What follows belongs to an exercise in optimizing a design on an open flow for small area; a production flow would make more cautious choices.
At most, simulation tests tie the RTL to the original design; equivalence was not proved.
The flow treats the clock pin as an ideal source. Dropping or thinning the clock tree relies on that and would not hold on a real chip.
Power and IR drop assume default switching activity.

==> flow/design.v <==
module mhu (
    input  wire        clk,
    input  wire        rst,               
    input  wire        cfg_we,
    input  wire [15:0] cfg_wdata,
    output wire [15:0] cfg_rdata,
    input  wire        in_valid,
    input  wire [7:0]  in_data,
    input  wire        in_last,
    output wire        in_ready,
    output wire        hdr_valid,
    output wire [2:0]  hdr_type,
    output wire [12:0] hdr_length,
    output wire        hdr_is_data,
    output wire        aux_valid,
    output wire        aux_is_seq,
    output wire [15:0] aux_value,
    output wire        aux_known,
    output wire        sse_strobe,
    output wire        body_valid,
    output wire [7:0]  body_data,
    output wire        smp_valid,
    output wire [31:0] smp_data,
    output wire        done_valid,
    output wire [1:0]  done_status,
    output wire        done_is_data,
    output wire [2:0]  done_type,
    output wire [12:0] done_length,
    output wire [15:0] done_item,
    output wire [15:0] done_seq,
    output wire        done_seq_present,
    output wire        done_sse
);
    reg [15:0] cfg_bitwidth;    
    reg [7:0]  hlo, hhi_n;      
    reg [7:0]  alo, ahi_n;      
    reg [7:0]  acc0_n, acc1_n, acc2_n;  
    reg [2:0]  st;
    reg        lg;              
    reg [1:0]  gm;              
    assign cfg_rdata = cfg_bitwidth;
    assign in_ready  = 1'b1;
    wire beat = in_valid & ~rst;
    wire pb   = st[2];
    wire [1:0] c = st[1:0];
    wire c0   = (c == 2'b00);
    wire c1   = (c == 2'b01);
    wire c2   = (c == 2'b11);
    wire c3   = (c == 2'b10);
    wire p0   = ~pb & c0;
    wire p1   = ~pb & c1;
    wire p2   = ~pb & c2;
    wire p3   = ~pb & c3;
    wire [1:0] cnext = {c[0], ~c[1]};
    wire full = (cnext == gm);
    wire [7:0] in_n = ~in_data;
    wire [7:0] m0_n = c0 ? in_n : acc0_n;    
    wire [7:0] m1_n = c1 ? in_n : acc1_n;    
    wire [7:0] m2_n = c2 ? in_n : acc2_n;    
    wire [7:0] hcur_n = p1 ? in_n : hhi_n;   
    wire [7:0] vhi_n  = p3 ? in_n : ahi_n;   
    wire cfg_legal = (cfg_bitwidth[15:6] == 10'd0) && (cfg_bitwidth[2:0] == 3'd0) &&
                     (cfg_bitwidth[5] ? (cfg_bitwidth[4:3] == 2'd0) : (cfg_bitwidth[4:3] != 2'd0));
    always @(posedge clk) begin
        if (rst)
            cfg_bitwidth <= 16'd0;
        else if (cfg_we)
            cfg_bitwidth <= cfg_wdata;
        if (rst)
            st <= 3'd0;
        else if (in_valid) begin
            if (in_last)
                st <= 3'd0;
            else
                st <= {pb | c3, (pb & full) ? 2'b00 : cnext};
        end
        if (p0) begin
            hlo <= in_data;
            lg  <= cfg_legal;
            gm  <= {cfg_bitwidth[4], cfg_bitwidth[4] ^ cfg_bitwidth[3]};
        end
        hhi_n  <= hcur_n;
        if (p2) alo <= in_data;
        ahi_n  <= vhi_n;
        acc0_n <= m0_n;
        acc1_n <= m1_n;
        acc2_n <= m2_n;
    end
    wire [7:0] hhi  = ~hhi_n;
    wire [7:0] hcur = ~hcur_n;
    wire [7:0] vhi  = ~vhi_n;                        
    wire cls   = hcur[7];                            
    wire lo_known = (alo == 8'h00) || (alo == 8'h18) || (alo == 8'h20) ||
                    (alo == 8'h44) || (alo == 8'h8A) || (alo == 8'hB8);
    wire known = lo_known && (vhi == 8'd0);
    wire px    = p3 | pb;                            
    assign hdr_valid   = beat & p1;
    assign hdr_type    = in_data[7:5];
    assign hdr_length  = {in_data[4:0], hlo};
    assign hdr_is_data = in_data[7];
    assign aux_valid   = beat & p3;
    assign aux_is_seq  = hhi[7];
    assign aux_value   = {in_data, alo};
    assign aux_known   = hhi[7] | known;
    assign sse_strobe  = beat & p1 & in_data[7] & ~lg;
    assign body_valid  = beat & pb & (hhi[7] | known);
    assign body_data   = in_data;
    assign smp_valid   = beat & pb & hhi[7] & lg & full;
    assign smp_data[7:0]   = ~m0_n;
    assign smp_data[15:8]  = c0 ? 8'd0 : ~m1_n;
    assign smp_data[23:16] = c[1] ? ~m2_n : 8'd0;
    assign smp_data[31:24] = c3 ? in_data : 8'd0;
    wire isctl_ok = ~cls & px & known;
    wire ok       = ~p0 & (cls | (px & known));
    assign done_valid       = beat & in_last;
    assign done_status[0]   = p0 | (~cls & (p1 | p2));
    assign done_status[1]   = ~p0 & ~cls & px & ~known;
    assign done_is_data     = ~p0 & cls;
    assign done_type        = ok ? hcur[7:5] : 3'd0;
    assign done_length      = ok ? {hcur[4:0], hlo} : 13'd0;
    assign done_item        = isctl_ok ? {vhi, alo} : 16'd0;
    assign done_seq         = (cls & px) ? {vhi, alo} : 16'd0;
    assign done_seq_present = cls & px;
    assign done_sse         = ~p0 & cls & ~lg;
endmodule
==> flow/config.mk <==
export PLATFORM = sky130hd
export DESIGN_NAME = mhu
export DESIGN_NICKNAME = mhu
export VERILOG_FILES = /design/flow/design.v
export SDC_FILE = /design/flow/constraint.sdc
export NUM_CORES = 4
export LEC_CHECK = 0
export CAP_MARGIN = 20
export CORE_MARGIN = 2
export CORE_UTILIZATION = 55
export SLEW_MARGIN = 20
==> flow/constraint.sdc <==
create_clock -name core_clock -period 6.0 [get_ports {clk}]
set_input_delay 1.2000 -clock core_clock [delete_from_list [all_inputs] [get_ports {clk}]]
set_output_delay 1.2000 -clock core_clock [all_outputs]
set_load 0.01 [all_outputs]
standard.sh (not shown) runs the stock make flow with config.mk's settings and CLKGATE_MAP_FILE= SYNTH_SCRIPT=/design/flow/synth_recipe.tcl, a recipe that flattens the netlist after the stock synthesis.
==> flow/flow/run.sh <==
#!/bin/bash
# Layout flow: the standard synthesis re-run with an area-oriented ABC mapping
# (same registers, checked against the standard synthesis), every port buffered
# by buf_1, ABC buffers removed, one tie cell per constant value, and a clock tree built by hand (flow/manual_cts.tcl).
set -euo pipefail
W=$PWD
R=$W/orfs/results/$FLOW_PLATFORM/mhu/base
RA=$W/orfs_alt/results/$FLOW_PLATFORM/mhu/base
export BUFFER_PORTS_ARGS="-buffer_cell sky130_fd_sc_hd__buf_1"
export REMOVE_ABC_BUFFERS=1
export SKIP_REPAIR_TIE_FANOUT=1
export PRE_CTS_TCL=$W/flow/manual_cts.tcl
export MCTS_N=4
export MCTS_CELL=sky130_fd_sc_hd__clkbuf_8

# 1. the standard synthesis
bash standard.sh synth > synth_standard.log 2>&1
cp $R/1_2_yosys.v synth_standard.v

# 2. the same synthesis script with another ABC mapping script
sed 's|log_cmd abc {\*}$abc_args|log_cmd abc -script '"$W"'/flow/abc_amap.script {*}[lrange $abc_args 2 end]|' \
    $FLOW_HOME/scripts/synth.tcl > alt_synth_core.tcl
sed "s|source \$::env(SCRIPTS_DIR)/synth.tcl|source $W/alt_synth_core.tcl|" synth_recipe.tcl > alt_synth.tcl
cmd=$(grep '^make ' standard.sh | sed -e "s|WORK_HOME=[^ ]*|WORK_HOME=$W/orfs_alt|" \
      -e "s|SYNTH_SCRIPT=[^ ]*|SYNTH_SCRIPT=$W/alt_synth.tcl|" -e 's|"\${@:-finish}"|synth|')
if grep -q abc_amap alt_synth_core.tcl && grep -q alt_synth_core alt_synth.tcl \
   && eval "$cmd" > synth_alt.log 2>&1 \
   && python3 flow/regs.py synth_standard.v $RA/1_2_yosys.v > regs_check.log 2>&1; then
  cp $RA/1_2_yosys.v $R/1_2_yosys.v
  touch $R/1_2_yosys.v
  echo "using the area-mapped netlist" >> regs_check.log
fi

# 3. the rest of the standard layout
bash standard.sh > layout.log 2>&1
Other scripts of this flow, unchanged in this note and not shown: flow/flow/abc_amap.script, flow/flow/manual_cts.tcl, flow/flow/regs.py
The first run ran to the end with no violations.
Rerun with:
--- a/flow/design.v
+++ b/flow/design.v
@@ -32,11 +32,11 @@
     output wire        done_sse
 );
     reg [15:0] cfg_bitwidth;    
     reg [7:0]  hlo, hhi_n;      
     reg [7:0]  alo, ahi_n;      
-    reg [7:0]  acc0_n, acc1_n, acc2_n;  
+    reg [7:0]  acc0, acc1_n, acc2_n;  
     reg [2:0]  st;
     reg        lg;              
     reg [1:0]  gm;              
     assign cfg_rdata = cfg_bitwidth;
     assign in_ready  = 1'b1;
@@ -52,11 +52,11 @@
     wire p2   = ~pb & c2;
     wire p3   = ~pb & c3;
     wire [1:0] cnext = {c[0], ~c[1]};
     wire full = (cnext == gm);
     wire [7:0] in_n = ~in_data;
-    wire [7:0] m0_n = c0 ? in_n : acc0_n;    
+    wire [7:0] m0   = c0 ? in_data : acc0;   
     wire [7:0] m1_n = c1 ? in_n : acc1_n;    
     wire [7:0] m2_n = c2 ? in_n : acc2_n;    
     wire [7:0] hcur_n = p1 ? in_n : hhi_n;   
     wire [7:0] vhi_n  = p3 ? in_n : ahi_n;   
     wire cfg_legal = (cfg_bitwidth[15:6] == 10'd0) && (cfg_bitwidth[2:0] == 3'd0) &&
@@ -80,11 +80,11 @@
             gm  <= {cfg_bitwidth[4], cfg_bitwidth[4] ^ cfg_bitwidth[3]};
         end
         hhi_n  <= hcur_n;
         if (p2) alo <= in_data;
         ahi_n  <= vhi_n;
-        acc0_n <= m0_n;
+        acc0   <= m0;
         acc1_n <= m1_n;
         acc2_n <= m2_n;
     end
     wire [7:0] hhi  = ~hhi_n;
     wire [7:0] hcur = ~hcur_n;
@@ -104,11 +104,11 @@
     assign aux_known   = hhi[7] | known;
     assign sse_strobe  = beat & p1 & in_data[7] & ~lg;
     assign body_valid  = beat & pb & (hhi[7] | known);
     assign body_data   = in_data;
     assign smp_valid   = beat & pb & hhi[7] & lg & full;
-    assign smp_data[7:0]   = ~m0_n;
+    assign smp_data[7:0]   = m0;
     assign smp_data[15:8]  = c0 ? 8'd0 : ~m1_n;
     assign smp_data[23:16] = c[1] ? ~m2_n : 8'd0;
     assign smp_data[31:24] = c3 ? in_data : 8'd0;
     wire isctl_ok = ~cls & px & known;
     wire ok       = ~p0 & (cls | (px & known));
Result: Sequential cell count is unchanged. Utilization rises by 0.54 points. Global-route usage grows by 1.3 points. Area after synthesis goes down by 0.39%. Via count rose by 0.65%. Setup slack got worse by 0.17 ns. Cell count rose by 0.87%. Routed wire length goes up by 0.79%. Die area shrinks by 0.37%. Sequential share of layout area fell by 0.37 points. Register-to-register slack barely changes. Design area goes up by 0.80%. Total power barely changes. Synthesized cell count stays the same.
Function not checked in the second run of this note: the RTL went through the layout flow alone. No run of this note takes its clock network from TritonCTS; it comes from the design's own scripts or RTL.

==> re-timing with driven ports <==
The flow's constraints put no driver on any port. The routed layouts listed below were extracted and timed again, unchanged, in two steps.
Step 1, drivers: a clkbuf_16 drives clk and a buf_2 each remaining input, both assumed.
Step 2 moves the port delays by t, midway between the first and last clock arrival at a register: inputs arrive t later, outputs are due t later. That takes back most of the time a late clock gives input paths.
Three values: ideal, step 1, step 2; two values: the first two.
| run | t (ns) | slack for setup (ns) | hold WS [ns] |
|---|---|---|---|
| the first run | 0.225 | 0.976 / 0.917 / 1.141 | 0.480 / 0.480 / 0.480 |
| the second run | 0.224 | 0.804 / 0.744 / 0.968 | 0.484 / 0.484 / 0.484 |
After both steps every run listed still meets setup and hold.
